Context: an optimization exercise on an open-source flow, tuned for small area, a short achievable clock period and few clock cycles per item. The choices shown serve that exercise and are no tape-out recipe.
The RTL was checked by simulation tests, not by an equivalence proof against the original design.
No activity file was given, so power comes from the tool's default toggle rates.

**flow/constraint.sdc**
```tcl
create_clock -name core_clock -period 5.0 [get_ports {clk}]
set_input_delay 1.0000 -clock core_clock [delete_from_list [all_inputs] [get_ports {clk}]]
set_output_delay 1.0000 -clock core_clock [all_outputs]
set_load 0.01 [all_outputs]
```
**flow/config.mk**
```make
export PLATFORM = sky130hd
export DESIGN_NAME = tc_uplink_codec
export DESIGN_NICKNAME = tc_uplink_codec
export VERILOG_FILES = /design/flow/design.v
export SDC_FILE = /design/flow/constraint.sdc
export NUM_CORES = 4
export LEC_CHECK = 0
export ABC_AREA = 1
export CAP_MARGIN = 20
export CORE_MARGIN = 2
export CORE_UTILIZATION = 40
export PLACE_DENSITY = 0.6
export SETUP_SLACK_MARGIN = 2.8
export SLEW_MARGIN = 20
```
**flow/design.v**
```verilog
module tc_uplink_codec (
    input  wire        clk,
    input  wire        rst_n,
    input  wire        in_valid,
    output reg         in_ready,
    input  wire [7:0]  in_data,
    input  wire        in_last,
    input  wire [1:0]  in_op,
    output reg         out_valid,
    input  wire        out_ready,
    output reg  [7:0]  out_data,
    output reg         out_last,
    output wire [15:0] out_res
);
    localparam [1:0] OP_CRC  = 2'd0;
    localparam [1:0] OP_SCR  = 2'd1;
    localparam [1:0] OP_CLTU = 2'd2;
    localparam [1:0] OP_TC   = 2'd3;
    localparam [2:0] S_IDLE  = 3'd0;
    localparam [2:0] S_SYNC1 = 3'd1;
    localparam [2:0] S_BODY  = 3'd2;
    localparam [2:0] S_FILL  = 3'd3;
    localparam [2:0] S_PAR   = 3'd4;
    localparam [2:0] S_TAIL  = 3'd5;
    localparam [1:0] SRC_DATA  = 2'd0;
    localparam [1:0] SRC_CRCHI = 2'd1;
    localparam [1:0] SRC_CRCLO = 2'd2;
    localparam [1:0] SRC_DONE  = 2'd3;
    function [15:0] crc16_byte;
        input [15:0] c;
        input [7:0]  b;
        integer k;
        reg [15:0] r;
        begin
            r = c ^ {b, 8'h00};
            for (k = 0; k < 8; k = k + 1)
                r = r[15] ? ((r << 1) ^ 16'h1021) : (r << 1);
            crc16_byte = r;
        end
    endfunction
    function [7:0] par_step;
        input [7:0] a;
        input [7:0] b;
        reg [7:0] x;
        begin
            x = a ^ b;
            par_step = {x[6:0], x[7]};
        end
    endfunction
    function [7:0] scr_step;
        input [7:0] y;
        scr_step = {y[0] ^ y[2] ^ y[7], y[4] ^ y[7], y[3] ^ y[6], y[2] ^ y[5],
                    y[1] ^ y[4], y[0] ^ y[3], y[0] ^ y[7], y[1] ^ y[4] ^ y[7]};
    endfunction
    reg [2:0]  state;
    reg [1:0]  op;
    reg [1:0]  src;
    reg        first;      
    reg [15:0] res;        
    reg        carry;      
    reg [7:0]  scr;        
    reg [7:0]  blk_par;    
    reg [2:0]  cnt;        
    reg        int_go;     
    reg        skid_full;
    reg [7:0]  skid_data;
    reg        skid_last;
    assign out_res = res;
    wire st_idle = (state == S_IDLE);
    wire st_body = (state == S_BODY);
    wire st_fill = (state == S_FILL);
    wire st_par  = (state == S_PAR);
    wire st_tail = (state == S_TAIL);
    wire op_crc  = (op == OP_CRC) || (op == OP_TC);
    wire op_scr  = (op == OP_SCR) || (op == OP_TC);
    wire op_cltu = op[1];
    wire load = !out_valid || out_ready;
    wire idle_go = st_idle && in_valid && !skid_full &&
                   !(out_valid && out_last && !out_ready);
    wire take    = in_ready && in_valid;
    wire prod    = take || int_go || (idle_go && in_op[1]);
    reg [7:0] pay_byte;
    always @(*) begin
        case (src)
            SRC_CRCHI: pay_byte = res[15:8];
            SRC_CRCLO: pay_byte = res[7:0];
            default:   pay_byte = in_data;
        endcase
    end
    wire [7:0] coded_byte = op_scr ? (pay_byte ^ scr) : pay_byte;
    reg [1:0] src_next;
    always @(*) begin
        case (src)
            SRC_DATA:  src_next = in_last ? (op_crc ? SRC_CRCHI : SRC_DONE) : SRC_DATA;
            SRC_CRCHI: src_next = SRC_CRCLO;
            default:   src_next = SRC_DONE;
        endcase
    end
    wire pay_final = (src_next == SRC_DONE);
    reg [7:0] prod_data;
    reg       prod_last;
    always @(*) begin
        prod_data = coded_byte;
        prod_last = 1'b0;
        case (state)
            S_IDLE:  prod_data = 8'hEB;
            S_SYNC1: prod_data = 8'h90;
            S_BODY:  prod_last = !op_cltu && pay_final;
            S_FILL:  prod_data = 8'h55;
            S_PAR:   prod_data = blk_par;
            S_TAIL: begin
                prod_data = 8'hC5;
                prod_last = (cnt == 3'd6);
            end
            default: ;
        endcase
    end
    reg [2:0] state_next;
    reg [1:0] src_upd;
    always @(*) begin
        state_next = state;
        src_upd    = src;
        case (state)
            S_IDLE: begin
                src_upd = SRC_DATA;
                if (idle_go)
                    state_next = in_op[1] ? S_SYNC1 : S_BODY;
            end
            S_SYNC1: if (prod) state_next = S_BODY;
            S_BODY: if (prod) begin
                src_upd = src_next;
                if (op_cltu) begin
                    if (cnt == 3'd6)
                        state_next = S_PAR;
                    else if (pay_final)
                        state_next = S_FILL;
                end else if (pay_final) begin
                    state_next = S_IDLE;
                end
            end
            S_FILL: if (prod && cnt == 3'd6) state_next = S_PAR;
            S_PAR:  if (prod) state_next = (src == SRC_DONE) ? S_TAIL : S_BODY;
            S_TAIL: if (prod && cnt == 3'd6) state_next = S_IDLE;
            default: state_next = S_IDLE;
        endcase
    end
    wire skid_next = !load && (skid_full || prod);
    wire body_data_next = (state_next == S_BODY) && (src_upd == SRC_DATA);
    wire int_next  = (state_next == S_SYNC1) || (state_next == S_FILL) ||
                     (state_next == S_PAR) || (state_next == S_TAIL) ||
                     ((state_next == S_BODY) && (src_upd == SRC_CRCHI || src_upd == SRC_CRCLO));
    always @(posedge clk) begin
        if (!rst_n) begin
            out_valid <= 1'b0;
            skid_full <= 1'b0;
        end else begin
            skid_full <= skid_next;
            if (load)
                out_valid <= skid_full || prod;
        end
        if (load) begin
            out_data <= skid_full ? skid_data : prod_data;
            out_last <= skid_full ? skid_last : prod_last;
        end
        if (!skid_full) begin
            skid_data <= prod_data;
            skid_last <= prod_last;
        end
    end
    wire       cin   = st_par || carry;
    wire [2:0] pair  = {1'b0, res[1:0]} + {2'b00, cin};
    always @(posedge clk) begin
        if (!rst_n) begin
            state    <= S_IDLE;
            in_ready <= 1'b0;
            int_go   <= 1'b0;
        end else begin
            state    <= state_next;
            in_ready <= body_data_next && !skid_next;
            int_go   <= int_next && !skid_next;
        end
        src <= src_upd;
        if (st_idle) begin
            scr     <= 8'hFF;
            first   <= 1'b1;
            blk_par <= 8'h00;
            cnt     <= 3'd0;
            carry   <= 1'b0;
        end
        if (idle_go) begin
            op  <= in_op;
            res <= {16{in_op[0] ~^ in_op[1]}};
        end
        if (prod && !st_idle) begin
            if (op == OP_CLTU) begin
                res   <= {pair[1:0], res[15:2]};
                carry <= pair[2];
            end
            if (st_body || st_fill || st_par)
                blk_par <= par_step(blk_par, prod_data);
            if (op_cltu && (st_body || st_fill || st_tail))
                cnt <= (cnt == 3'd6) ? 3'd0 : cnt + 3'd1;
        end
        if (take) begin
            first <= 1'b0;
            case (op)
                OP_SCR:  res[7:0] <= par_step(res[7:0], in_data);
                OP_CLTU: ;
                default: res <= crc16_byte(res, in_data);
            endcase
        end
        if (prod && st_body) begin
            scr <= scr_step(scr);
            if (first) begin
                scr[0] <= 1'b0;
                scr[1] <= 1'b1;
                scr[5] <= 1'b1;
                scr[6] <= 1'b1;
                scr[7] <= 1'b0;
            end
        end
    end
endmodule
```
**flow/run.sh**
```bash
#!/bin/bash
# synth_recipe.tcl (not shown) runs the flow's synth.tcl, then flattens the netlist and writes it again
# the make line also repeats each setting of config.mk as NAME=value (left out here)
make -C /OpenROAD-flow-scripts/flow DESIGN_CONFIG=/design/flow/config.mk WORK_HOME=/design/flow/orfs CLKGATE_MAP_FILE= SYNTH_SCRIPT=/design/flow/synth_recipe.tcl finish
```
==> metrics.yaml, run 1 <==
post_dp_cell_area_um2: 4520
status: "timing/DRC/antenna clean"
first_iter_violations: 188
rows: 36
maxCapViolations: 0
globalRouteMet1Util_pct: 28.5
met3_usage_pct: 4.97
skew_ns: 0.00981
synthTopCellsByArea: "dfxtp_1, edfxtp_1, nand2_1"
core-area_um2: 9730
ys_seq_area_share_pct: 38.0
tightest_slew_ns: 0.475
grt_max_degree: 19
io_buffers: 41
whs_ns: 0.470
cts-root-buf: "clkbuf_8"
synthDominantCellAreaShare_pct: 23.6
drt-total-wl_mm: 11.0
finalSetupViolations: 0
design_area_um2: 5120
clkSinkCount: 66
async_flop_share_pct: 0
vias: 3837
period_needed_ns: 2.17
cts_tree: "done"
ys_seq_elements: 66
p_total_mw: 2.54
cts_max_path_buffers: 2
grt-ovfl-total: 0
finalCoreUtilization_pct: 52.7
fp.dieW_um: 104
cts_buffers: 9
critPathArrivalTime_ns: 2.40
synth_cells: 557
syn_nets: 582
yosysWarningCount: 1
antenna_found_initial: 0
placedCellCount: 715
stdcell_count: 756
grt_first_pass_wirelength_mm: 17.7
gp_congestion: 0.918
max_freq_mhz: 460
io_pins: 42
die_y_um: 104
met2_usage_pct: 32.9
slew_violations: 0
worst_setup_path_end_kind: "register"
clk_pin_slew_worst_paths_ns: 0.09
wire_per_inst_um: 14.5
criticalPathCategory: "in -> reg"
synth.largest_area_cell: "dfxtp_1"
syn_avg_cell_area_um2: 7.15
die_area_um2: 10800
required_ns: 5.23
grt_busiest_layer: "met2"
rsz0062_at_grt: "no"
critical_path.max_fanout: 4
drtAntennaViolNets: 0
worst_slack_ns: 2.83
synthFlopType: "dfxtp_1"
drive_above_1_share_pct: 18.6
hold_violations: 0
layout.nets: 643
relSlewSlack_pct: 68.3
worst_skew_pair.late_latency_ns: 0.35
synth_common_cells: "nand2_1, inv_1, nand3_1, o21ai_0, dfxtp_1"
power-per-cell-area_nw_per_um2: 496
cts_hold_buf: 0
drc: 0
grt.total_usage_pct: 20.6
synth.most_common_cell: "nand2_1"
syn_area_um2: 3980
via_per_inst: 5.08
synth_edf_count: 19
dp_hpwl_mm: 7.95
htreeDepth: 3
finalSetupTns_ns: 0
min_path_type: "reg -> reg"
synth.distinct_cells: 34
vdd_drop_max_uv: 229
start_util_pct: 40.9
leakagePower_nw: 2.31
antenna_cells: 0
dp_worst_setup_slack_ns: 1.86
crit_path_start_kind: "input port"
grt_pass1_vias: 3575
dr.pass1.iters: 6
finalCritPeriodShare_pct: 43.5
areaGrowthSynthToFinish_pct: 28.7
## power breakdown
group,internal (mW),switching (mW)
Combinational,0.534,0.671
Sequential,0.730,0.192
Clock,0.184,0.229
Total,1.45,1.09
## state kept, by name (all words and copies together), names as in the netlist, 2 cells and up
register / flops
skid_data: 8
scr: 8
op: 2
res: 16
cnt: 3
blk_par: 8
out_data: 8
state: 3
src: 2
## layer usage
metal	routed length (um)	part of all wire, %	vias up
met3	658	6.0	14
met5	0	0	-
met4	121	1.1	0
met1	5180	47	1777
li1	-	-	1949
met2	5030	46	97
## logic make-up (layout without fill, tap and decap cells)
| family | count (synthesis) | in the layout | share of synthesized area (%) |
|---|---|---|---|
| AO/OA/AOI/OAI | 103 | 103 | 14.2 |
| AND/OR/NAND/NOR | 256 | 256 | 28.0 |
| buffers and inverters | 85 | 151 | 8.46 |
| flip-flops | 66 | 66 | 38.0 |
| XOR/XNOR | 37 | 37 | 8.14 |
| adder cells (fa/ha/maj) | 10 | 10 | 3.14 |
## area by class of cell
class	instances	area, um^2
multi-input combinational	406	2390
sequential	66	1550
inverter	69	272
timing repair inverter	1	6.26
timing repair buffer	65	556
fill	974	4610
clock buffer	9	124
tap	133	166
clock inverter	7	52.6
## critical path: stages
cell and delay, ns:
clkdlybuf4s50_1 0.52, xnor2_2 0.24, xnor2_2 0.32, o21ai_0 0.13, a21oi_1 0.13, a31oi_1 0.05
## final timing paths
path	to	start	slack [ns]	cells past startpoint
worst min register to register	skid_data[1]	skid_data[1]	0.47	2
worst max register to register	int_go	src[1]	2.96	11
worst max-delay path	res[15]	in_data[7]	2.83	6
worst min-delay path	skid_data[1]	skid_data[1]	0.47	2
## cell usage in the layout (no fill, tap or decap), drive strengths merged
| cell | count |
|---|---|
| ha | 10 |
| a22oi | 1 |
| or2 | 6 |
| clkdlybuf4s50 | 5 |
| nor3 | 1 |
| a21oi | 18 |
| nand4 | 2 |
| o221ai | 2 |
| a31oi | 3 |
| o21bai | 1 |
| buf | 25 |
| dfxtp | 47 |
| o211ai | 12 |
| xnor2 | 26 |
| o22ai | 2 |
| clkbuf | 11 |
| dlymetal6s2s | 4 |
| nor2 | 33 |
| o21ai | 63 |
| clkinvlp | 2 |
| clkinv | 3 |
| nand2 | 151 |
| inv | 72 |
| xor2 | 11 |
| dlygate4sd2 | 29 |
| nand3 | 63 |
| a21o | 1 |
| edfxtp | 19 |
## timing repair
action | CTS | global route
gates cloned | 1 | 0
gates resized for setup | 90 | 36
buffers inserted | 11 | 13
pin swaps | 11 | 13
setup endpoints to repair | 71 | 36
Testbench counts, summed over its fixed seeds: cycles 19,099, bytes 15,499.
==> inputs of run 2 (changes only) <==
--- a/flow/config.mk
+++ b/flow/config.mk
@@ -10,5 +10,5 @@
 export CORE_MARGIN = 2
 export CORE_UTILIZATION = 40
 export PLACE_DENSITY = 0.6
-export SETUP_SLACK_MARGIN = 2.8
+export SETUP_SLACK_MARGIN = 3.0
 export SLEW_MARGIN = 20
==> run 2 against run 1 <==
Compared with the run above: still clean; final cell count is 3.8% higher; clock-buffer cell count rose by 1; sequential power shrank 6.2%; combinational power up 28%; synthesized cell count unchanged; non-clock buffer count rose by 30; sequential cell count stayed put; critical path depth increased by 7.
==> metrics.yaml, run 2 <==
die_area_um2: 10800  # unchanged
htreeDepth: 3  # unchanged
required_ns: 5.27  # was 5.23 ns
crit_top_cell: "nand2_1"  # was xnor2_2
rrSetupSlack_ns: 2.98  # was 2.96 ns
start_util_pct: 40.9  # unchanged
io_buffers: 41  # unchanged
grt_first_pass_wirelength_mm: 19.8  # was 17.7 mm
drc: 0  # unchanged
crit_buf_inv: 2  # was 1
grt_max_degree: 22  # was 19
grt_pass1_vias: 3831  # was 3,575
worst_setup_path_end_kind: "register"  # unchanged
finalCritPeriodShare_pct: 42.1  # was 43.5%
cts_max_path_buffers: 2  # unchanged
slowest_stage: "ha_1"  # was clkdlybuf4s50_1
antenna_found_initial: 0  # unchanged
finalCoreUtilization_pct: 57.8  # was 52.7%
synth_cells: 557  # unchanged
status: "timing/DRC/antenna clean"  # unchanged
synthTopCellsByArea: "dfxtp_1, edfxtp_1, nand2_1"  # unchanged
hold_violations: 0  # unchanged
cp_num_cells: 13  # was 6
ys_seq_elements: 66  # unchanged
synthFlopType: "dfxtp_1"  # unchanged
crit_chain: "buf_8, nand2_4, nor2_4, nand3_4, nand2_8, o21ai_4, a31oi_2, a21oi_2, ha_1, nand2_1, nand3_1, nand2_1, inv_1"  # was clkdlybuf4s50_1, xnor2_2, xnor2_2, o21ai_0, a21oi_1, a31oi_1
largest_reg_flops: 16  # unchanged
grt.total_usage_pct: 23.5  # was 20.6%
fp.dieW_um: 104  # unchanged
ys_seq_area_share_pct: 38.0  # unchanged
cts_tree: "done"  # unchanged
drtAntennaViolNets: 0  # unchanged
crit_path_start_kind: "input port"  # unchanged
finalSetupTns_ns: 0  # unchanged
vias: 4083  # was 3,837
die_y_um: 104  # unchanged
drive_above_1_share_pct: 30.4  # was 18.6%
first_iter_violations: 291  # was 188
syn_avg_cell_area_um2: 7.15  # unchanged
holdPathEnd: "skid_data[5]"  # was skid_data[1]
crit_family: "simple AND/OR/NAND/NOR gates"  # was XOR/XNOR gates
worst_skew_pair.late_latency_ns: 0.36  # was 0.35 ns
worstHoldStart: "skid_data[5]"  # was skid_data[1]
rr_endpoint: "int_go"  # unchanged
period_needed_ns: 2.10  # was 2.17 ns
drt-total-wl_mm: 12.7  # was 11.0 mm
cts_hold_buf: 0  # unchanged
cts_buffers: 9  # unchanged
wire_per_inst_um: 16.2  # was 14.5 um
core-area_um2: 9730  # unchanged
vdd_drop_max_uv: 318  # was 229 uV
synth.distinct_cells: 34  # unchanged
criticalPathCategory: "in -> reg"  # unchanged
post_dp_cell_area_um2: 4530  # was 4520 um^2
synth.largest_area_cell: "dfxtp_1"  # unchanged
maxCapViolations: 0  # unchanged
final_common_cell: "nand2_1"  # unchanged
syn_nets: 582  # unchanged
power-per-cell-area_nw_per_um2: 511  # was 496 nW/um^2
finalSetupViolations: 0  # unchanged
grt-ovfl-total: 0  # unchanged
worst_slack_ns: 2.90  # was 2.83 ns
gp_congestion: 0.912  # was 0.918
areaGrowthSynthToFinish_pct: 41.2  # was 28.7%
min_path_type: "reg -> reg"  # unchanged
dr.pass1.iters: 5  # was 6
critical_path.max_fanout: 6  # was 4
critPathArrivalTime_ns: 2.37  # was 2.40 ns
async_flop_share_pct: 0  # unchanged
tightest_slew_ns: 0.483  # was 0.475 ns
whs_path_depth: 2  # unchanged
leakagePower_nw: 2.49  # was 2.31 nW
rsz0062_at_grt: "yes"  # was no
dp_worst_setup_slack_ns: 1.96  # was 1.86 ns
layout.nets: 672  # was 643
critical-path-max-stage-delay_ns: 0.30  # was 0.52 ns
via_per_inst: 5.20  # was 5.08
io_pins: 42  # unchanged
yosysWarningCount: 1  # unchanged
skew_ns: 0.00553  # was 0.00981 ns
clk_pin_slew_worst_paths_ns: 0.08  # was 0.09 ns
relSlewSlack_pct: 67.7  # was 68.3%
rows: 36  # unchanged
largest_register: "res"  # unchanged
fill_cells: 922  # was 974
synthDominantCellAreaShare_pct: 23.6  # unchanged
r2r-start: "state[2]"  # was src[1]
syn_area_um2: 3980  # unchanged
cts-root-buf: "clkbuf_8"  # unchanged
synth_common_cells: "nand2_1, inv_1, nand3_1, o21ai_0, dfxtp_1"  # unchanged
ff2ff_path_depth: 13  # was 11
antenna_cells: 0  # unchanged
synth_edf_count: 19  # unchanged
design_area_um2: 5620  # was 5120 um^2
synth.most_common_cell: "nand2_1"  # unchanged
dp_hpwl_mm: 8.44  # was 7.95 mm
final_cell_mix: "nand2_1, nand3_1, inv_1, o21ai_0, buf_4"  # was nand2_1, nand3_1, inv_1, o21ai_0, dfxtp_1
slew_violations: 0  # unchanged
max_freq_mhz: 475  # was 460 MHz
clkSinkCount: 66  # unchanged
## run 2: cell counts after synthesis
No cell type changed its count.
## run 2: area by class of cell
type,count,area [um^2],share of cell area [%]
Clock buffer,10,128,2.27
Clock inverter,6,65.1,1.16
Inverter,69,284,5.05
Multi-Input combinational cell,406,2570,45.7
Sequential cell,66,1580,28.1
Tap cell,133,166,2.96
Timing Repair Buffer,95,831,14.8
## run 2: logic make-up after synthesis
kind of cell    synth area share [%]
simple gates                    28.0
compound gates                  14.2
buf+inv                         8.46
flops                           38.0
xor+xnor                        8.14
fa+ha+maj                       3.14
## run 2: worst register-to-register path, stage by stage, from the launching register on
cell and delay, ns:
dfxtp_1 0.38, nor2_2 0.17, nand2_4 0.09, nor2_4 0.17, nand3_4 0.11, nand2_8 0.14, o21ai_4 0.06, a31oi_2 0.18
a21oi_2 0.07, ha_1 0.30, nand2_1 0.06, nand3_1 0.07, nand2_1 0.07, inv_1 0.04
## run 2: worst max-delay path by stage
stage,startpoint,endpoint,slack [ns]
floorplan,out_ready,int_go,2.70
global route,in_valid,int_go,2.82
global placement,in_valid,res[7],2.01
detailed placement,in_valid,res[7],1.96
CTS,op[1],int_go,2.95
finish,in_valid,int_go,2.90
## run 2: layer usage
metal	vias to the layer above	global-route usage [%]	wire, um
met4	0	7.92	251
met1	1918	32.0	5850
met3	25	3.71	729
li1	2016	-	-
met5	-	0	0
met2	124	38.1	5860
## run 2: timing repair
item / CTS / global route
setup buffers: 36 / 18
pin swaps: 19 / 23
gates resized for setup: 178 / 72
setup endpoints to repair: 95 / 54
## run 2: per-stage QoR
step | hold WS [ns] | cells | power [mW]
floorplan | 0.431 | 557 | 1.53
global placement | 0.448 | 715 | 1.95
detailed placement | 0.455 | 715 | 1.95
CTS | 0.475 | 767 | 2.74
global route | 0.499 | 785 | 3.04
finish | 0.468 | 785 | 2.87
## run 2: report_power, final
group	switching (mW)	total, mW	internal (mW)	leakage (nW)
Clock	0.228	0.459	0.231	0.0966
Sequential	0.123	0.865	0.742	0.565
Combinational	0.849	1.55	0.698	1.83
==> inputs of run 3 (changes only) <==
==> flow/flow/run.sh (new file) <==
#!/bin/bash
# Standard layout, with plain buffers (not delay cells) on the ports.
set -euo pipefail
export BUFFER_PORTS_ARGS="-buffer_cell sky130_fd_sc_hd__buf_2"
bash standard.sh > standard.log 2>&1
==> flow/standard.sh (new file) <==
#!/bin/bash
# synth_recipe.tcl (not shown) runs the flow's synth.tcl, then flattens the netlist and writes it again
# the make line also repeats each setting of config.mk as NAME=value (left out here)
make -C /OpenROAD-flow-scripts/flow DESIGN_CONFIG=/design/flow/config.mk WORK_HOME=/design/flow/orfs CLKGATE_MAP_FILE= SYNTH_SCRIPT=/design/flow/synth_recipe.tcl "${@:-finish}"
removed: flow/run.sh
==> run 3 against run 2 <==
Compared with the run above: still clean; critical path depth is the same; worst setup slack got worse by 0.024 ns; sequential power up 3.9%; sequential cell count unchanged; combinational power is 24% lower; hold slack lost 0.0052 ns; register-to-register slack barely moved; total power is 11% lower; clock power grew 2%; wire length down 11%; clock-buffer cell count is 1 lower; global-route usage is 2.8 points lower; critical endpoint unchanged; largest power group unchanged.
==> metrics.yaml, run 3 <==
status: "timing/DRC/antenna clean"  # unchanged
final_common_cell: "nand2_1"  # unchanged
finalSetupViolations: 0  # unchanged
dp_worst_setup_slack_ns: 2.31  # was 1.96 ns
rr_endpoint: "int_go"  # unchanged
grt-ovfl-total: 0  # unchanged
htreeDepth: 3  # unchanged
worst_setup_path_end_kind: "register"  # unchanged
wire_per_inst_um: 14.8  # was 16.2 um
grt.total_usage_pct: 20.7  # was 23.5%
start_util_pct: 40.9  # unchanged
rrSetupSlack_ns: 2.97  # was 2.98 ns
dr.pass1.iters: 5  # unchanged
synthTopCellsByArea: "dfxtp_1, edfxtp_1, nand2_1"  # unchanged
crit_chain: "buf_6, nor2_4, nand2_4, nand3_4, nand2_8, o21ai_2, a31oi_2, a21oi_2, ha_4, nand2_2, nand3_2, nand2_1, inv_1"  # was buf_8, nand2_4, nor2_4, nand3_4, nand2_8, o21ai_4, a31oi_2, a21oi_2, ha_1, nand2_1, nand3_1, nand2_1, inv_1
dp_hpwl_mm: 8.18  # was 8.44 mm
criticalPathCategory: "in -> reg"  # unchanged
ff2ff_path_depth: 11  # was 13
grt_first_pass_wirelength_mm: 18.0  # was 19.8 mm
ys_seq_area_share_pct: 38.0  # unchanged
syn_avg_cell_area_um2: 7.15  # unchanged
period_needed_ns: 2.13  # was 2.10 ns
r2r-start: "state[2]"  # unchanged
io_buffers: 41  # unchanged
antenna_found_initial: 0  # unchanged
synth.distinct_cells: 34  # unchanged
synth_cells: 557  # unchanged
synth_common_cells: "nand2_1, inv_1, nand3_1, o21ai_0, dfxtp_1"  # unchanged
syn_nets: 582  # unchanged
hold_violations: 0  # unchanged
worst_skew_pair.late_latency_ns: 0.35  # was 0.36 ns
fill_cells: 980  # was 922
via_per_inst: 5.11  # was 5.20
vdd_drop_max_uv: 302  # was 318 uV
crit_path_start_kind: "input port"  # unchanged
rsz0062_at_grt: "yes"  # unchanged
async_flop_share_pct: 0  # unchanged
die_y_um: 104  # unchanged
worstSetupStartpoint: "out_ready"  # was in_valid
critical_path.max_fanout: 5  # was 6
syn_area_um2: 3980  # unchanged
drt-total-wl_mm: 11.3  # was 12.7 mm
largest_register: "res"  # unchanged
crit_end: "int_go"  # unchanged
synthFlopType: "dfxtp_1"  # unchanged
first_iter_violations: 230  # was 291
antenna_cells: 0  # unchanged
cts_hold_buf: 0  # unchanged
finalSetupTns_ns: 0  # unchanged
critical-path-max-stage-delay_ns: 0.23  # was 0.30 ns
synth.largest_area_cell: "dfxtp_1"  # unchanged
rows: 36  # unchanged
leakagePower_nw: 2.27  # was 2.49 nW
worst_slack_ns: 2.87  # was 2.90 ns
die_area_um2: 10800  # unchanged
fp.dieW_um: 104  # unchanged
synthDominantCellAreaShare_pct: 23.6  # unchanged
critPathArrivalTime_ns: 2.37  # about the same
clkSinkCount: 66  # unchanged
slowest_stage: "ha_4"  # was ha_1
drtAntennaViolNets: 0  # unchanged
drive_above_1_share_pct: 27.9  # was 30.4%
core-area_um2: 9730  # unchanged
vias: 3887  # was 4,083
required_ns: 5.24  # was 5.27 ns
areaGrowthSynthToFinish_pct: 29.6  # was 41.2%
gp_congestion: 0.940  # was 0.912
largest_reg_flops: 16  # unchanged
synth.most_common_cell: "nand2_1"  # unchanged
layout.nets: 648  # was 672
cts_max_path_buffers: 2  # unchanged
cts_tree: "done"  # unchanged
yosysWarningCount: 1  # unchanged
tightest_slew_ns: 0.494  # was 0.483 ns
max_freq_mhz: 470  # was 475 MHz
cts_buffers: 9  # unchanged
skew_ns: 0.0122  # was 0.00553 ns
io_pins: 42  # unchanged
whs_ns: 0.463  # was 0.468 ns
power-per-cell-area_nw_per_um2: 494  # was 511 nW/um^2
cts-root-buf: "clkbuf_8"  # unchanged
relSlewSlack_pct: 66.9  # was 67.7%
min_path_type: "reg -> reg"  # unchanged
drc: 0  # unchanged
maxCapViolations: 0  # unchanged
synth_edf_count: 19  # unchanged
grt_max_degree: 22  # unchanged
clk_pin_slew_worst_paths_ns: 0.08  # about the same
finalCritPeriodShare_pct: 42.6  # was 42.1%
final_cell_mix: "nand2_1, nand3_1, inv_1, o21ai_0, buf_2"  # was nand2_1, nand3_1, inv_1, o21ai_0, buf_4
slew_violations: 0  # unchanged
ys_seq_elements: 66  # unchanged
grt_pass1_vias: 3545  # was 3,831
run 3: cell count changes in the layout (fill, tap and decap cells not counted), moves of 5 or more:
| cell | before | now |
|---|---|---|
| clkbuf_2 | 8 | 0 |
| dfxtp_2 | 3 | 15 |
| o21ai_0 | 47 | 52 |
| clkdlybuf4s15_2 | 12 | 0 |
| buf_4 | 45 | 25 |
| dfxtp_4 | 17 | 2 |
| dlygate4sd2_1 | 7 | 0 |
| buf_2 | 4 | 39 |
| xnor2_1 | 14 | 23 |
| clkdlybuf4s15_1 | 6 | 0 |
| xnor2_2 | 9 | 3 |
run 3: where the power goes:
part	total [mW]	switching (mW)	internal [mW]	leakage, nW
Combinational	1.18	0.690	0.491	1.61
Sequential	0.899	0.186	0.713	0.560
Clock	0.467	0.231	0.236	0.104
run 3: repair_timing:
item,in CTS,in global routing
endpoints found under the hold margin,0,0
buffers inserted,15,15
pin swaps,9,24
gates resized for setup,50,56
endpoints found under the setup margin,51,51
run 3: area by class of cell:
type                    count  area, um^2  share of cell area (%)
inverters                  69         283                    5.48
clock buffers               9         124                    2.40
clock inverters             7        76.3                    1.48
multi-input cells         406        2490                    48.3
well taps                 133         166                    3.23
flip-flops and latches     66        1540                    29.8
repair buffers             71         479                    9.29
run 3: metal layers:
layer / global-route usage [%] / vias to the layer above / routed length (um)
met4: 7.05 / 0 / 257
li1: - / 1956 / -
met2: 31.5 / 93 / 5070
met5: 0 / - / 0
met1: 29.7 / 1819 / 5430
met3: 3.65 / 19 / 530
run 3: worst min path at each step:
stage,startpoint,end,cells past startpoint
floorplan,skid_data[0],skid_data[0],2
global route,blk_par[2],blk_par[2],2
detailed placement,skid_data[7],skid_data[7],2
CTS,skid_data[7],skid_data[7],2
global placement,skid_data[5],skid_data[5],2
finish,skid_data[5],skid_data[5],2
run 3: worst max-delay path, delay by kind of cell:
family	cells	cell delay, ns
AO/OA/AOI/OAI	3	0.42
buffers and inverters	2	0.14
AND/OR/NAND/NOR	7	0.57
adder cells (fa/ha/maj)	1	0.23
run 3: stage by stage:
stage / power [mW] / area, um^2 / cells / util [%]
after global placement: 1.86 / 4330 / 715 / 44.5
after CTS: 2.43 / 4820 / 746 / 49.5
after detailed placement: 1.85 / 4330 / 715 / 44.5
after floorplan: 1.53 / 4050 / 557 / -
final: 2.55 / 5160 / 761 / 53.0
after global routing: 2.71 / 5160 / 761 / 53.0
run 3: cell families (layout without fill, tap and decap cells):
group                      Yosys count  count (layout)  share of synthesized area, %
and+or+nand+nor                    256             256                          28.0
AOI/OAI and AO/OA                  103             103                          14.2
buffers and inverters               85             156                          8.46
DFF                                 66              66                          38.0
xor gates and xnor gates            37              37                          8.14
adders and majority gates           10              10                          3.14
==> inputs of run 4 (changes only) <==
--- a/flow/config.mk
+++ b/flow/config.mk
@@ -10,5 +10,5 @@
 export CORE_MARGIN = 2
 export CORE_UTILIZATION = 40
 export PLACE_DENSITY = 0.6
-export SETUP_SLACK_MARGIN = 3.0
+export SETUP_SLACK_MARGIN = 2.9
 export SLEW_MARGIN = 20
==> run 4 against run 3 <==
Compared with the run above: total power rose by 0.49%; sequential cell count did not move; core utilization fell by 0.59 points; largest cell class unchanged; still clean on timing, DRC and antenna; die area did not move; maximum frequency rose by 0.27%; clock skew fell by 0.0039 ns; critical path depth did not move.
==> metrics.yaml, run 4 <==
skew_ns: 0.00834  # was 0.0122 ns
drtAntennaViolNets: 0  # unchanged
syn_nets: 582  # unchanged
worst_setup_path_end_kind: "register"  # unchanged
placedCellCount: 715  # unchanged
wire_per_inst_um: 15.5  # was 14.8 um
p_total_mw: 2.56  # was 2.55 mW
rsz0062_at_grt: "yes"  # unchanged
worstHoldStart: "skid_data[5]"  # unchanged
vdd_drop_max_uv: 228  # was 302 uV
whs_path_depth: 2  # unchanged
rrSetupSlack_ns: 2.95  # was 2.97 ns
first_iter_violations: 279  # was 230
grt.total_usage_pct: 21.8  # was 20.7%
worst_skew_pair.late_latency_ns: 0.36  # was 0.35 ns
crit_chain: "buf_8, nand2_4, nor2_4, nand3_4, nand2_8, buf_6, nand2_4, nor2_4, buf_8, buf_6, nand2_2, o211ai_1, nand2_1"  # was buf_6, nor2_4, nand2_4, nand3_4, nand2_8, o21ai_2, a31oi_2, a21oi_2, ha_4, nand2_2, nand3_2, nand2_1, inv_1
leakagePower_nw: 2.28  # was 2.27 nW
core-area_um2: 9730  # unchanged
pwr-share-seq_pct: 34.7  # was 35.3%
syn_area_um2: 3980  # unchanged
r2r-start: "op[1]"  # was state[2]
critPathArrivalTime_ns: 2.37  # about the same
multi_input_area_um2: 2410  # was 2490 um^2
largest_register: "res"  # unchanged
finalSetupTns_ns: 0  # unchanged
synth.most_common_cell: "nand2_1"  # unchanged
vias: 3938  # was 3,887
synth_common_cells: "nand2_1, inv_1, nand3_1, o21ai_0, dfxtp_1"  # unchanged
dp_worst_setup_slack_ns: 2.14  # was 2.31 ns
tightest_slew_ns: 0.485  # was 0.494 ns
die_y_um: 104  # unchanged
slowest_stage: "nor2_4"  # was ha_4
antenna_cells: 0  # unchanged
io_pins: 42  # unchanged
required_ns: 5.25  # was 5.24 ns
yosysWarningCount: 1  # unchanged
cts-root-buf: "clkbuf_8"  # unchanged
syn_avg_cell_area_um2: 7.15  # unchanged
drc: 0  # unchanged
grt-ovfl-total: 0  # unchanged
synth.largest_area_cell: "dfxtp_1"  # unchanged
critical_path.max_fanout: 8  # was 5
design_area_um2: 5100  # was 5160 um^2
fill_cells: 952  # was 980
synth_edf_count: 19  # unchanged
start_util_pct: 40.9  # unchanged
slew_violations: 0  # unchanged
final_common_cell: "nand2_1"  # unchanged
final_cell_mix: "nand2_1, nand3_1, inv_1, o21ai_0, dfxtp_1"  # was nand2_1, nand3_1, inv_1, o21ai_0, buf_2
grt_pass1_vias: 3535  # was 3,545
period_needed_ns: 2.12  # was 2.13 ns
clk_pin_slew_worst_paths_ns: 0.08  # about the same
cts_tree: "done"  # unchanged
largest_reg_flops: 16  # unchanged
fp.dieW_um: 104  # unchanged
crit_buf_inv: 4  # was 2
post_dp_cell_area_um2: 4320  # was 4330 um^2
drt-total-wl_mm: 11.9  # was 11.3 mm
crit_path_start_kind: "input port"  # unchanged
hold_violations: 0  # unchanged
htreeDepth: 3  # unchanged
async_flop_share_pct: 0  # unchanged
grt_first_pass_wirelength_mm: 18.4  # was 18.0 mm
ys_seq_area_share_pct: 38.0  # unchanged
drive_above_1_share_pct: 25.4  # was 27.9%
status: "timing/DRC/antenna clean"  # unchanged
ff_latch_area_um2: 1520  # was 1540 um^2
antenna_found_initial: 0  # unchanged
synthTopCellsByArea: "dfxtp_1, edfxtp_1, nand2_1"  # unchanged
finalSetupViolations: 0  # unchanged
maxCapViolations: 0  # unchanged
rr_endpoint: "res[12]"  # was int_go
critical-path-max-stage-delay_ns: 0.25  # was 0.23 ns
layout.nets: 653  # was 648
synthFlopType: "dfxtp_1"  # unchanged
synth_cells: 557  # unchanged
switching_power_mw: 1.09  # was 1.11 mW
via_per_inst: 5.14  # was 5.11
clkSinkCount: 66  # unchanged
ff2ff_path_depth: 7  # was 11
relSlewSlack_pct: 67.4  # was 66.9%
cts_max_path_buffers: 2  # unchanged
dr.pass1.iters: 5  # unchanged
combPwrFrac_pct: 45.4  # was 46.4%
stdcell_count: 766  # was 761
clkPwrFrac_pct: 19.9  # was 18.3%
rows: 36  # unchanged
min_path_type: "reg -> reg"  # unchanged
die_area_um2: 10800  # unchanged
crit_family: "simple AND/OR/NAND/NOR gates"  # unchanged
worst_slack_ns: 2.88  # was 2.87 ns
gp_congestion: 0.928  # was 0.940
power-per-cell-area_nw_per_um2: 502  # was 494 nW/um^2
io_buffers: 41  # unchanged
whs_ns: 0.466  # was 0.463 ns
synthDominantCellAreaShare_pct: 23.6  # unchanged
grt_max_degree: 22  # unchanged
finalCritPeriodShare_pct: 42.4  # was 42.6%
criticalPathCategory: "in -> reg"  # unchanged
areaGrowthSynthToFinish_pct: 28.1  # was 29.6%
cts_buffers: 9  # unchanged
dp_hpwl_mm: 8.51  # was 8.18 mm
cts_hold_buf: 0  # unchanged
ys_seq_elements: 66  # unchanged
max_freq_mhz: 471  # was 470 MHz
holdPathEnd: "skid_data[5]"  # unchanged
intPower_mw: 1.47  # was 1.44 mW
finalCoreUtilization_pct: 52.4  # was 53.0%
synth.distinct_cells: 34  # unchanged
switching_share_pct: 42.6  # was 43.5%
-- run 4: cell families after synthesis --
kind of cell	count (synthesis)	share of synthesized area [%]
AOI/OAI and AO/OA	103	14.2
xor gates and xnor gates	37	8.14
adders and majority gates	10	3.14
buffers and inverters	85	8.46
DFF	66	38.0
and+or+nand+nor	256	28.0
-- run 4: how the worst max path moves through the flow --
stage | slack (ns) | depth (start not counted) | to | from
3_3_place_gp | 2.23 | 13 | res[2] | out_ready
5_1_grt | 2.81 | 13 | res[5] | in_valid
2_1_floorplan | 2.70 | 13 | int_go | out_ready
6_report | 2.88 | 13 | res[5] | in_valid
3_5_place_dp | 2.14 | 13 | res[2] | out_ready
4_1_cts | 2.87 | 12 | res[12] | out_ready
-- run 4: timing repair --
item,in CTS,in global routing
setup buffers,13,20
gates resized for setup,25,60
endpoints found under the setup margin,30,30
pin swaps,9,16
gates cloned,0,2
-- run 4: cell type report --
type	instances	area share, %
inverter	69	5.42
timing repair buffer	74	9.77
clock inverter	7	1.84
sequential	66	29.8
multi-input combinational	406	47.2
timing repair inverter	2	0.221
tap	133	3.26
clock buffer	9	2.43
-- run 4: worst reg2reg max path, cell delays in order (launching register included) --
cell and delay [ns]:
edfxtp_1 0.45, buf_4 0.18, ha_4 0.31, clkinv_4 0.11, nor2_4 0.28, inv_1 0.27, o211ai_1 0.23, nand2_1 0.10
-- run 4: power by group through the flow --
stage	registers, mW	clock network [mW]	logic [mW]
5_1_grt	0.900	0.538	1.27
2_1_floorplan	0.862	0	0.669
3_5_place_dp	0.886	0	0.965
6_report	0.888	0.509	1.16
3_3_place_gp	0.886	0	0.964
4_1_cts	0.875	0.513	1.04
-- run 4: metal layers --
metal,vias to the layer above,track usage [%],wire [um]
met5,-,0,0
met2,138,32.4,5260
met3,16,4.47,753
li1,1964,-,-
met1,1820,31.4,5670
met4,0,7.34,175
==> inputs of run 5 (changes only) <==
--- a/flow/config.mk
+++ b/flow/config.mk
@@ -10,5 +10,6 @@
 export CORE_MARGIN = 2
 export CORE_UTILIZATION = 40
 export PLACE_DENSITY = 0.6
-export SETUP_SLACK_MARGIN = 2.9
+export SETUP_SLACK_MARGIN = 2.8
 export SLEW_MARGIN = 20
+export TNS_END_PERCENT = 0
==> run 5 against run 4 <==
Compared with the run above: first-iteration DRC count grew 18%; non-clock buffer count shrank 16; still clean; maximum frequency shrank 3.5%; sequential share of layout area grew 2.1 points; critical path depth is the same; sequential cell count is the same; sequential power shrank 0.9%; hold slack gained 0.0017 ns; clock skew grew 0.0053 ns.
==> metrics.yaml, run 5 <==
worst_skew_pair.late_latency_ns: 0.35  # was 0.36 ns
synthDominantCellAreaShare_pct: 23.6  # unchanged
syn_nets: 582  # unchanged
hold_violations: 0  # unchanged
grt.total_usage_pct: 20.3  # was 21.8%
tightest_slew_ns: 0.577  # was 0.485 ns
ys_seq_elements: 66  # unchanged
core-area_um2: 9730  # unchanged
skew_ns: 0.0136  # was 0.00834 ns
drc: 0  # unchanged
crit_chain: "buf_2, nand2_2, nor2_4, nand3_4, nand2_8, o21ai_1, a31oi_1, a21oi_1, ha_1, nand2_1, nand3_1, nand2_1, inv_1"  # was buf_8, nand2_4, nor2_4, nand3_4, nand2_8, buf_6, nand2_4, nor2_4, buf_8, buf_6, nand2_2, o211ai_1, nand2_1
ys_seq_area_share_pct: 38.0  # unchanged
synth.most_common_cell: "nand2_1"  # unchanged
drtAntennaViolNets: 0  # unchanged
critical_path.max_fanout: 6  # was 8
intPower_mw: 1.36  # was 1.47 mW
worstSetupStartpoint: "in_valid"  # unchanged
r2r-start: "op[1]"  # unchanged
wl_met1_mm: 5.19  # was 5.67 mm
maxUsedRoutingLayer: "met4"  # unchanged
power-per-cell-area_nw_per_um2: 506  # was 502 nW/um^2
fp.dieW_um: 104  # unchanged
clk_pin_slew_worst_paths_ns: 0.08  # about the same
crit_family: "simple AND/OR/NAND/NOR gates"  # unchanged
switching_power_mw: 1.04  # was 1.09 mW
start_util_pct: 40.9  # unchanged
crit_buf_inv: 2  # was 4
finalSetupTns_ns: 0  # unchanged
finalCritPeriodShare_pct: 44.0  # was 42.4%
synth.largest_area_cell: "dfxtp_1"  # unchanged
antenna_found_initial: 0  # unchanged
criticalPathCategory: "in -> reg"  # unchanged
grt_max_degree: 22  # unchanged
async_flop_share_pct: 0  # unchanged
critPathArrivalTime_ns: 2.44  # was 2.37 ns
die_y_um: 104  # unchanged
htreeDepth: 3  # unchanged
synthFlopType: "dfxtp_1"  # unchanged
rrSetupSlack_ns: 2.88  # was 2.95 ns
slowest_stage: "ha_1"  # was nor2_4
maxCapViolations: 0  # unchanged
critical-path-max-stage-delay_ns: 0.30  # was 0.25 ns
synth_cells: 557  # unchanged
cts_tree: "done"  # unchanged
largest_register: "res"  # unchanged
synthTopCellsByArea: "dfxtp_1, edfxtp_1, nand2_1"  # unchanged
synth_edf_count: 19  # unchanged
cts_hold_buf: 0  # unchanged
placedCellCount: 715  # unchanged
antenna_cells: 0  # unchanged
slew_violations: 0  # unchanged
io_pins: 42  # unchanged
pwr-share-seq_pct: 36.7  # was 34.7%
yosysWarningCount: 1  # unchanged
worst_setup_path_end_kind: "register"  # unchanged
relSlewSlack_pct: 61.2  # was 67.4%
rr_endpoint: "out_data[2]"  # was res[12]
drt-total-wl_mm: 11.0  # was 11.9 mm
min_path_type: "reg -> reg"  # unchanged
io_buffers: 41  # unchanged
synth_common_cells: "nand2_1, inv_1, nand3_1, o21ai_0, dfxtp_1"  # unchanged
clkPwrFrac_pct: 19.1  # was 19.9%
first_iter_violations: 330  # was 279
vias: 3818  # was 3,938
final_cell_mix: "nand2_1, nand3_1, inv_1, o21ai_0, dfxtp_1"  # unchanged
max_freq_mhz: 455  # was 471 MHz
grt_pass1_vias: 3491  # was 3,535
dp_hpwl_mm: 8.03  # was 8.51 mm
grt_first_pass_wirelength_mm: 17.6  # was 18.4 mm
dr.pass1.iters: 5  # unchanged
synth.distinct_cells: 34  # unchanged
via_per_inst: 5.10  # was 5.14
cp_num_cells: 13  # unchanged
drive_above_1_share_pct: 18.7  # was 25.4%
wire_per_inst_um: 14.6  # was 15.5 um
switching_share_pct: 43.1  # was 42.6%
period_needed_ns: 2.20  # was 2.12 ns
leakagePower_nw: 2.15  # was 2.28 nW
stdcell_count: 748  # was 766
ff2ff_path_depth: 8  # was 7
required_ns: 5.24  # was 5.25 ns
final_common_cell: "nand2_1"  # unchanged
route.met3.wl_um: 631  # was 753 um
crit_end: "int_go"  # was res[5]
areaGrowthSynthToFinish_pct: 19.1  # was 28.1%
status: "timing/DRC/antenna clean"  # unchanged
crit_path_start_kind: "input port"  # unchanged
syn_area_um2: 3980  # unchanged
rows: 36  # unchanged
cts_max_path_buffers: 2  # unchanged
clkSinkCount: 66  # unchanged
vdd_drop_max_uv: 263  # was 228 uV
combPwrFrac_pct: 44.2  # was 45.4%
finalSetupViolations: 0  # unchanged
syn_avg_cell_area_um2: 7.15  # unchanged
layout.nets: 635  # was 653
wl_met2_mm: 4.96  # was 5.26 mm
gp_congestion: 0.915  # was 0.928
crit_top_cell: "nand2_1"
largest_reg_flops: 16  # unchanged
cts_buffers: 9  # unchanged
die_area_um2: 10800  # unchanged
grt-ovfl-total: 0  # unchanged
cts-root-buf: "clkbuf_8"  # unchanged
rsz0062_at_grt: "yes"  # unchanged
run 5: cell types whose count changed in the layout (fill, tap and decap cells not counted), sizes merged:
cell,change
clkinv,-4
buf,-16
clkinvlp,-1
bufinv,-1
inv,+4
run 5: worst min-delay path by stage:
stage,startpoint,endpoint,slack [ns],cells past startpoint
3_5_place_dp,skid_data[2],skid_data[2],0.46,2
6_report,skid_data[5],skid_data[5],0.47,2
5_1_grt,blk_par[5],blk_par[5],0.50,2
2_1_floorplan,skid_data[0],skid_data[0],0.43,2
3_3_place_gp,skid_data[7],skid_data[7],0.45,2
4_1_cts,skid_data[1],skid_data[1],0.48,2
run 5: logic make-up (layout without fill, tap and decap cells):
kind of cell,after synthesis,count (layout),share of synthesized area (%)
compound gates,103,103,14.2
xor+xnor,37,37,8.14
fa+ha+maj,10,10,3.14
buf+inv,85,143,8.46
flops,66,66,38.0
simple gates,256,256,28.0
run 5: power by group through the flow:
stage	clock [mW]	sequential, mW	combinational, mW
after floorplan	0	0.862	0.667
after global placement	0	0.885	0.958
after detailed placement	0	0.884	0.960
after CTS	0.468	0.873	0.971
after global routing	0.493	0.894	1.18
final	0.458	0.880	1.06
run 5: tightest hold or removal path, delay by kind of cell, from the launching register on:
kind,cells,cell delay [ns]
AO/OA/AOI/OAI,1,0.07
flip-flops,1,0.32
AND/OR/NAND/NOR,1,0.04
run 5: metal layers:
layer  vias up  global-route usage [%]
li1       1929                       -
met1      1770                    29.4
met2       101                    31.1
met3        18                    3.71
met4         0                    5.50
met5         -                       0
run 5: layout make-up:
| cell class | instances | area, um^2 |
|---|---|---|
| well taps | 133 | 166 |
| clock buffers | 9 | 124 |
| multi-input cells | 406 | 2270 |
| inverters | 69 | 262 |
| clock inverters | 7 | 75.1 |
| flip-flops and latches | 66 | 1510 |
| fillers | 1014 | 4990 |
| repair buffers | 58 | 333 |
run 5: per-stage QoR:
step / setup WS [ns] / hold WS [ns] / total power [mW] / utilization [%] / area [um^2]
after detailed placement: 2.20 / 0.455 / 1.84 / 44.4 / 4320
final: 2.80 / 0.468 / 2.40 / 48.7 / 4740
after floorplan: 2.70 / 0.431 / 1.53 / - / 4020
after global placement: 2.27 / 0.450 / 1.84 / 44.4 / 4320
after CTS: 2.70 / 0.475 / 2.31 / 46.6 / 4540
after global routing: 2.72 / 0.498 / 2.57 / 48.7 / 4740
run 5: repair_timing:
action	in CTS	in global routing
resized for setup	5	21
setup buffers	1	16
gates cloned	0	0
setup endpoints to repair	22	42
pin swaps	1	9
==> inputs of run 6 (changes only) <==
==> flow/flow/run.sh (replaced) <==
#!/bin/bash
# Standard layout, with plain buffers (not delay cells) on the ports.
set -euo pipefail
export RECOVER_POWER=100
export BUFFER_PORTS_ARGS="-buffer_cell sky130_fd_sc_hd__buf_2"
bash standard.sh > standard.log 2>&1
--- a/flow/config.mk
+++ b/flow/config.mk
@@ -12,4 +12,3 @@
 export PLACE_DENSITY = 0.6
 export SETUP_SLACK_MARGIN = 2.8
 export SLEW_MARGIN = 20
-export TNS_END_PERCENT = 0
==> run 6 against run 5 <==
Compared with the run above: clock-buffer cell count is the same; sequential cell count is the same; clock skew grew 0.00087 ns; sequential share of layout area grew 0.66 points.
==> metrics.yaml, run 6 <==
status: "timing/DRC/antenna clean"  # unchanged
worstHoldStart: "skid_data[5]"  # unchanged
antenna_cells: 0  # unchanged
leakagePower_nw: 2.02  # was 2.15 nW
worst_slack_ns: 1.82  # was 2.80 ns
first_iter_violations: 264  # was 330
die_y_um: 104  # unchanged
largest_reg_flops: 16  # unchanged
synth_cells: 557  # unchanged
rrSetupSlack_ns: 2.03  # was 2.88 ns
rows: 36  # unchanged
finalCoreUtilization_pct: 47.8  # was 48.7%
synth.largest_area_cell: "dfxtp_1"  # unchanged
stdcell_count: 751  # was 748
period_needed_ns: 3.18  # was 2.20 ns
min_path_type: "reg -> reg"  # unchanged
synthTopCellsByArea: "dfxtp_1, edfxtp_1, nand2_1"  # unchanged
power-per-cell-area_nw_per_um2: 505  # was 506 nW/um^2
cts_tree: "done"  # unchanged
maxCapViolations: 0  # unchanged
io_buffers: 41  # unchanged
ys_seq_area_share_pct: 38.0  # unchanged
grt_first_pass_wirelength_mm: 17.6  # about the same
syn_avg_cell_area_um2: 7.15  # unchanged
clk_pin_slew_worst_paths_ns: 0.08  # about the same
final_common_cell: "nand2_1"  # unchanged
syn_nets: 582  # unchanged
synth_common_cells: "nand2_1, inv_1, nand3_1, o21ai_0, dfxtp_1"  # unchanged
worst_skew_pair.late_latency_ns: 0.35  # about the same
areaGrowthSynthToFinish_pct: 16.8  # was 19.1%
max_freq_mhz: 315  # was 455 MHz
critPathArrivalTime_ns: 3.42  # was 2.44 ns
core-area_um2: 9730  # unchanged
yosysWarningCount: 1  # unchanged
cts-root-buf: "clkbuf_8"  # unchanged
placedCellCount: 715  # unchanged
dp_hpwl_mm: 8.03  # unchanged
criticalPathCategory: "in -> reg"  # unchanged
finalSetupViolations: 0  # unchanged
start_util_pct: 40.9  # unchanged
crit_path_start_kind: "input port"  # unchanged
worstSetupStartpoint: "in_valid"  # unchanged
drt-total-wl_mm: 11.0  # about the same
grt.total_usage_pct: 20.4  # was 20.3%
layout.nets: 638  # was 635
synth.most_common_cell: "nand2_1"  # unchanged
skew_ns: 0.0145  # was 0.0136 ns
finalCritPeriodShare_pct: 63.6  # was 44.0%
synthFlopType: "dfxtp_1"  # unchanged
drtAntennaViolNets: 0  # unchanged
rsz0062_at_grt: "yes"  # unchanged
dp_worst_setup_slack_ns: 2.20  # unchanged
syn_area_um2: 3980  # unchanged
io_pins: 42  # unchanged
required_ns: 5.24  # about the same
worst_setup_path_end_kind: "register"  # unchanged
ff2ff_path_depth: 11  # was 8
largest_register: "res"  # unchanged
cts_hold_buf: 0  # unchanged
synth.distinct_cells: 34  # unchanged
slew_violations: 0  # unchanged
drive_above_1_share_pct: 11.5  # was 18.7%
grt_pass1_vias: 3497  # was 3,491
finalSetupTns_ns: 0  # unchanged
rr_endpoint: "res[7]"  # was out_data[2]
crit_end: "res[7]"  # was int_go
vdd_drop_max_uv: 273  # was 263 uV
tightest_slew_ns: 0.664  # was 0.577 ns
r2r-start: "state[0]"  # was op[1]
gp_congestion: 0.915  # unchanged
htreeDepth: 3  # unchanged
async_flop_share_pct: 0  # unchanged
final_cell_mix: "nand2_1, inv_1, nand3_1, o21ai_0, dfxtp_1"  # was nand2_1, nand3_1, inv_1, o21ai_0, dfxtp_1
ys_seq_elements: 66  # unchanged
cts_max_path_buffers: 2  # unchanged
die_area_um2: 10800  # unchanged
vias: 3839  # was 3,818
grt_max_degree: 22  # unchanged
relSlewSlack_pct: 55.5  # was 61.2%
fp.dieW_um: 104  # unchanged
cts_buffers: 9  # unchanged
grt-ovfl-total: 0  # unchanged
dr.pass1.iters: 5  # unchanged
synthDominantCellAreaShare_pct: 23.6  # unchanged
clkSinkCount: 66  # unchanged
via_per_inst: 5.11  # was 5.10
hold_violations: 0  # unchanged
antenna_found_initial: 0  # unchanged
wire_per_inst_um: 14.7  # was 14.6 um
drc: 0  # unchanged
critical_path.max_fanout: 21  # was 6
synth_edf_count: 19  # unchanged
whs_ns: 0.467  # was 0.468 ns
run 6: routing by layer:
layer	vias to the layer above	GRT usage [%]	wire length (um)
met5	-	0	0
met4	0	5.50	174
met3	18	3.71	606
met2	97	31.2	5000
met1	1787	29.6	5240
li1	1937	-	-
run 6: logic make-up after synthesis:
logic type | share of synthesized area (%)
xor+xnor | 8.14
flops | 38.0
buf+inv | 8.46
compound gates | 14.2
simple gates | 28.0
fa+ha+maj | 3.14
run 6: layout make-up:
cell class / instances / area, um^2
clock inverter: 7 / 75.1
timing repair buffer: 61 / 302
multi-input combinational: 406 / 2210
inverter: 69 / 262
clock buffer: 9 / 124
fill: 1028 / 5080
sequential: 66 / 1510
tap: 133 / 166
run 6: critical path, cell delays in order:
cell,delay [ns]
clkbuf_1,0.11
nand2_1,0.22
nand2_1,0.14
inv_1,0.06
nand2_1,0.27
nand2_1,0.15
nor2_1,0.25
clkinvlp_2,0.62
or2_0,0.41
nand3_1,0.12
nand2_1,0.06
run 6: through the flow:
stage | area [um^2] | total power, mW
finish | 4650 | 2.35
global route | 4650 | 2.52
CTS | 4560 | 2.32
detailed placement | 4320 | 1.84
global placement | 4320 | 1.84
floorplan | 4020 | 1.53
run 6: repair_timing:
action                     in CTS  in global routing
pin swaps                       3                  8
setup endpoints to repair      22                 19
buffers inserted                1                 19
cloned                          0                  0
gates resized for setup        11                 24
run 6: report_power, final:
part	total [mW]	switching [mW]	internal, mW
Sequential	0.883	0.183	0.700
Clock	0.458	0.224	0.234
Combinational	1.01	0.614	0.393
run 6: worst min-delay path by stage:
stage / endpoint / slack, ns / cells after the start
after floorplan: skid_data[0] / 0.43 / 2
after global placement: skid_data[7] / 0.45 / 2
after detailed placement: skid_data[2] / 0.46 / 2
after CTS: skid_data[1] / 0.48 / 2
after global routing: blk_par[5] / 0.50 / 2
final: skid_data[5] / 0.47 / 2
==> inputs of run 7 (changes only) <==
==> flow/flow/run.sh (replaced) <==
#!/bin/bash
# Standard layout, with plain buffers (not delay cells) on the ports.
set -euo pipefail
export BUFFER_PORTS_ARGS="-buffer_cell sky130_fd_sc_hd__buf_2"
bash standard.sh > standard.log 2>&1
--- a/flow/config.mk
+++ b/flow/config.mk
@@ -9,6 +9,8 @@
 export CAP_MARGIN = 20
 export CORE_MARGIN = 2
 export CORE_UTILIZATION = 40
+export CTS_CLUSTER_DIAMETER = 150
+export CTS_CLUSTER_SIZE = 35
 export PLACE_DENSITY = 0.6
 export SETUP_SLACK_MARGIN = 2.8
 export SLEW_MARGIN = 20
==> run 7 against run 6 <==
Compared with the run above: via count is 0.29% higher; hold slack hardly changed; clock-buffer cell count stayed put; synthesized area stayed put; total power is 3.1% higher; sequential power hardly changed; sequential cell count stayed put; clock power hardly changed; maximum frequency is 47% higher; combinational power is 7% higher; register-to-register slack better by 0.87 ns; first-iteration DRC count is 17% higher; largest cell class unchanged.
==> metrics.yaml, run 7 <==
maxCapViolations: 0  # unchanged
required_ns: 5.24  # about the same
core-area_um2: 9730  # unchanged
layout.nets: 638  # unchanged
die_y_um: 104  # unchanged
first_iter_violations: 309  # was 264
wire_per_inst_um: 14.5  # was 14.7 um
grt_max_degree: 22  # unchanged
ys_seq_area_share_pct: 38.0  # unchanged
min_path_type: "reg -> reg"  # unchanged
grt_first_pass_wirelength_mm: 17.6  # unchanged
vias: 3850  # was 3,839
syn_nets: 582  # unchanged
grt_pass1_vias: 3497  # unchanged
via_per_inst: 5.13  # was 5.11
criticalPathCategory: "in -> reg"  # unchanged
whs_ns: 0.467  # about the same
crit_chain: "buf_2, nand2_2, nor2_4, nand3_4, nand2_8, o21ai_1, a31oi_1, a21oi_2, ha_4, nand2_1, nand3_1, nand2_1, inv_1"  # was clkbuf_1, nand2_1, nand2_1, inv_1, nand2_1, nand2_1, nor2_1, clkinvlp_2, or2_0, nand3_1, nand2_1
dr.pass1.iters: 5  # unchanged
async_flop_share_pct: 0  # unchanged
max_freq_mhz: 462  # was 315 MHz
synthDominantCellAreaShare_pct: 23.6  # unchanged
areaGrowthSynthToFinish_pct: 20.7  # was 16.8%
io_pins: 42  # unchanged
tightest_slew_ns: 0.579  # was 0.664 ns
htreeDepth: 3  # unchanged
cts_max_path_buffers: 2  # unchanged
rows: 36  # unchanged
relSlewSlack_pct: 61.1  # was 55.5%
start_util_pct: 40.9  # unchanged
finalCoreUtilization_pct: 49.4  # was 47.8%
finalSetupTns_ns: 0  # unchanged
hold_violations: 0  # unchanged
fp.dieW_um: 104  # unchanged
gp_congestion: 0.915  # unchanged
dp_worst_setup_slack_ns: 2.20  # unchanged
finalCritPeriodShare_pct: 43.3  # was 63.6%
status: "timing/DRC/antenna clean"  # unchanged
post_dp_cell_area_um2: 4320  # unchanged
cts_buffers: 9  # unchanged
design_area_um2: 4800  # was 4650 um^2
largest_register: "res"  # unchanged
drc: 0  # unchanged
crit_path_start_kind: "input port"  # unchanged
clkSinkCount: 66  # unchanged
die_area_um2: 10800  # unchanged
synth_cells: 557  # unchanged
rsz0062_at_grt: "yes"  # unchanged
final_cell_mix: "nand2_1, nand3_1, inv_1, o21ai_0, dfxtp_1"  # was nand2_1, inv_1, nand3_1, o21ai_0, dfxtp_1
slowest_stage: "ha_4"  # was clkinvlp_2
io_buffers: 41  # unchanged
worst_slack_ns: 2.84  # was 1.82 ns
synth_common_cells: "nand2_1, inv_1, nand3_1, o21ai_0, dfxtp_1"  # unchanged
largest_reg_flops: 16  # unchanged
stdcell_count: 751  # unchanged
cts-root-buf: "clkbuf_8"  # unchanged
critical_path.max_fanout: 6  # was 21
worst_skew_pair.late_latency_ns: 0.35  # about the same
syn_area_um2: 3980  # unchanged
skew_ns: 0.0131  # was 0.0145 ns
syn_avg_cell_area_um2: 7.15  # unchanged
ys_seq_elements: 66  # unchanged
grt-ovfl-total: 0  # unchanged
synthTopCellsByArea: "dfxtp_1, edfxtp_1, nand2_1"  # unchanged
clk_pin_slew_worst_paths_ns: 0.08  # about the same
grt.total_usage_pct: 20.4  # unchanged
synth.largest_area_cell: "dfxtp_1"  # unchanged
leakagePower_nw: 2.17  # was 2.02 nW
cts_tree: "done"  # unchanged
antenna_found_initial: 0  # unchanged
synth.distinct_cells: 34  # unchanged
finalSetupViolations: 0  # unchanged
critical-path-max-stage-delay_ns: 0.22  # was 0.62 ns
synth.most_common_cell: "nand2_1"  # unchanged
worst_setup_path_end_kind: "register"  # unchanged
period_needed_ns: 2.16  # was 3.18 ns
final_common_cell: "nand2_1"  # unchanged
vdd_drop_max_uv: 264  # was 273 uV
slew_violations: 0  # unchanged
placedCellCount: 715  # unchanged
synth_edf_count: 19  # unchanged
yosysWarningCount: 1  # unchanged
drive_above_1_share_pct: 19.9  # was 11.5%
dp_hpwl_mm: 8.03  # unchanged
crit_top_cell: "nand2_1"  # unchanged
antenna_cells: 0  # unchanged
drtAntennaViolNets: 0  # unchanged
critPathArrivalTime_ns: 2.41  # was 3.42 ns
drt-total-wl_mm: 10.9  # was 11.0 mm
p_total_mw: 2.42  # was 2.35 mW
power-per-cell-area_nw_per_um2: 504  # was 505 nW/um^2
synthFlopType: "dfxtp_1"  # unchanged
-- run 7: cell counts after synthesis --
Identical to the previous run, type by type.
-- run 7: path summary, 6_finish.rpt --
path | startpoint | to | slack, ns | cells after the start
min reg2reg | skid_data[5] | skid_data[5] | 0.47 | 2
max reg2reg | src[0] | out_data[0] | 2.90 | 9
min | skid_data[5] | skid_data[5] | 0.47 | 2
max | in_valid | int_go | 2.84 | 13
-- run 7: layout make-up --
type	instances	area (um^2)
timing repair buffer	61	355
fill	993	4930
inverter	69	264
multi-input combinational	406	2300
sequential	66	1510
clock inverter	7	75.1
tap	133	166
clock buffer	9	124
-- run 7: where the power goes --
part | switching (mW) | total (mW) | internal, mW
Combinational | 0.639 | 1.08 | 0.444
Clock | 0.221 | 0.455 | 0.234
Sequential | 0.182 | 0.882 | 0.700
-- run 7: cells by family after synthesis --
group | synth area share, %
AO/OA/AOI/OAI | 14.2
flip-flops | 38.0
buffers and inverters | 8.46
AND/OR/NAND/NOR | 28.0
XOR/XNOR | 8.14
adder cells (fa/ha/maj) | 3.14
-- run 7: worst max-delay path: cells and delay by family --
| family | cells | cell delay (ns) |
|---|---|---|
| simple gates | 7 | 0.67 |
| compound gates | 3 | 0.35 |
| fa+ha+maj | 1 | 0.22 |
| buf+inv | 2 | 0.16 |
-- run 7: metal layers --
| layer | global-route usage, % | vias to the layer above | part of all wire [%] |
|---|---|---|---|
| li1 | - | 1946 | - |
| met1 | 29.6 | 1767 | 48 |
| met2 | 31.2 | 115 | 45 |
| met3 | 3.71 | 22 | 5.7 |
| met4 | 5.50 | 0 | 1.8 |
| met5 | 0 | - | 0 |
-- run 7: timing repair --
| action | CTS | global route |
|---|---|---|
| hold endpoints to repair | 0 | 0 |
| gates resized for setup | 11 | 24 |
| pin swaps | 3 | 8 |
| endpoints found under the setup margin | 22 | 19 |
| buffers inserted | 1 | 19 |
| hold buffers | 0 | 0 |
==> inputs of run 8 (changes only) <==
--- a/flow/config.mk
+++ b/flow/config.mk
@@ -8,9 +8,7 @@
 export ABC_AREA = 1
 export CAP_MARGIN = 20
 export CORE_MARGIN = 2
-export CORE_UTILIZATION = 40
-export CTS_CLUSTER_DIAMETER = 150
-export CTS_CLUSTER_SIZE = 35
-export PLACE_DENSITY = 0.6
+export CORE_UTILIZATION = 60
+export PLACE_DENSITY = 0.8
 export SETUP_SLACK_MARGIN = 2.8
 export SLEW_MARGIN = 20
==> run 8 against run 7 <==
Compared with the run above: cell area fell by 1.3%; clock-buffer cell count unchanged; total power hardly changed; die area down 32%; critical endpoint unchanged; largest cell class unchanged; largest power group unchanged.
==> metrics.yaml, run 8 <==
status: "timing/DRC/antenna clean"  # unchanged
crit_end: "int_go"  # unchanged
slowest_stage: "ha_1"  # was ha_4
start_util_pct: 62.3  # was 40.9%
antenna_cells: 0  # unchanged
rrSetupSlack_ns: 2.85  # was 2.90 ns
maxUsedRoutingLayer: "met4"  # unchanged
clkPwrFrac_pct: 19.3  # was 18.8%
critical-path-max-stage-delay_ns: 0.29  # was 0.22 ns
wl_met1_mm: 4.50  # was 5.19 mm
final_cell_mix: "nand2_1, inv_1, nand3_1, o21ai_0, dfxtp_1"  # was nand2_1, nand3_1, inv_1, o21ai_0, dfxtp_1
route.met3.wl_um: 866  # was 624 um
multi_input_area_um2: 2300  # about the same
finalCritPeriodShare_pct: 44.2  # was 43.3%
synth.largest_area_cell: "dfxtp_1"  # unchanged
io_pins: 42  # unchanged
die_area_um2: 7300  # was 10,800 um^2
tightest_slew_ns: 0.558  # was 0.579 ns
grt.total_usage_pct: 28.9  # was 20.4%
relSlewSlack_pct: 62.5  # was 61.1%
rows: 29  # was 36
ff2ff_path_depth: 14  # was 9
drt-total-wl_mm: 10.9  # about the same
cts_tree: "done"  # unchanged
vias: 3989  # was 3,850
pwr-share-seq_pct: 36.1  # was 36.5%
required_ns: 5.27  # was 5.24 ns
drive_above_1_share_pct: 20.0  # was 19.9%
criticalPathCategory: "in -> reg"  # unchanged
stdcell_count: 693  # was 751
htreeDepth: 3  # unchanged
clk_pin_slew_worst_paths_ns: 0.08  # about the same
synth_common_cells: "nand2_1, inv_1, nand3_1, o21ai_0, dfxtp_1"  # unchanged
hold_violations: 0  # unchanged
grt_pass1_vias: 3455  # was 3,497
syn_nets: 582  # unchanged
critPathArrivalTime_ns: 2.48  # was 2.41 ns
placedCellCount: 659  # was 715
synth.distinct_cells: 34  # unchanged
largest_register: "res"  # unchanged
areaGrowthSynthToFinish_pct: 19.1  # was 20.7%
drtAntennaViolNets: 0  # unchanged
intPower_mw: 1.36  # was 1.38 mW
synth_cells: 557  # unchanged
dp_worst_setup_slack_ns: 2.20  # about the same
ff_latch_area_um2: 1510  # unchanged
synth.most_common_cell: "nand2_1"  # unchanged
ys_seq_area_share_pct: 38.0  # unchanged
leakagePower_nw: 2.17  # about the same
## run 8: timing repair
| item | 4_1_cts | 5_1_grt |
|---|---|---|
| endpoints found under the setup margin | 19 | 13 |
| resized for setup | 12 | 27 |
| pin swaps | 5 | 9 |
| setup buffers | 4 | 12 |
| cloned | 1 | 1 |
## run 8: power by group through the flow
stage | sequential (mW) | clock, mW | combinational, mW
floorplan | 0.862 | 0 | 0.667
global placement | 0.874 | 0 | 0.941
detailed placement | 0.877 | 0 | 0.951
CTS | 0.865 | 0.466 | 0.991
global route | 0.886 | 0.484 | 1.18
finish | 0.871 | 0.467 | 1.08
## run 8: metrics by stage
stage | util (%) | hold slack, ns | power [mW]
detailed placement | 66.5 | 0.459 | 1.83
finish | 74.2 | 0.470 | 2.42
global placement | 66.5 | 0.441 | 1.82
global route | 74.2 | 0.501 | 2.55
floorplan | - | 0.431 | 1.53
CTS | 70.9 | 0.475 | 2.32
## run 8: final cells by class
class | instances | share of cell area [%]
clock buffer | 9 | 2.61
inverter | 69 | 5.62
timing repair buffer | 58 | 7.60
sequential | 66 | 31.9
multi-input combinational | 407 | 48.6
tap | 77 | 2.03
clock inverter | 7 | 1.64
## run 8: worst min path at each step
stage	to	slack, ns	from	depth (start not counted)
2_1_floorplan	skid_data[0]	0.43	skid_data[0]	2
3_3_place_gp	skid_data[0]	0.44	skid_data[0]	2
3_5_place_dp	skid_data[4]	0.46	skid_data[4]	2
4_1_cts	blk_par[5]	0.47	blk_par[5]	2
5_1_grt	blk_par[2]	0.50	blk_par[2]	2
6_report	skid_data[6]	0.47	skid_data[6]	2
## run 8: layer usage
metal	track usage (%)	vias to the layer above
met4	13.0	0
met2	47.7	183
met5	0	-
met3	3.89	34
met1	37.8	1837
li1	-	1935
## run 8: cells by family after synthesis
family	share of synthesized area, %
simple gates	28.0
compound gates	14.2
buf+inv	8.46
flops	38.0
xor+xnor	8.14
fa+ha+maj	3.14
## run 8: worst reg2reg max path, stage by stage, from the launching register on
cell and delay (ns):
edfxtp_1 0.45, inv_1 0.09, ha_2 0.31, inv_4 0.14
nand2_1 0.09, nand2_1 0.13, nand3_1 0.10, nand2_1 0.11
nor2_1 0.05, nand3_1 0.08, nand3_1 0.07, nor2_1 0.20
nand3_2 0.10, nand2_1 0.10, inv_1 0.04

Setup slack of run 8, layout unchanged: 2.788 ns with ideal ports, 2.792 ns with driving cells assumed (clock clkbuf_16, inputs buf_2), 2.404 ns with port delays also shifted by the 0.388 ns mid clock arrival.
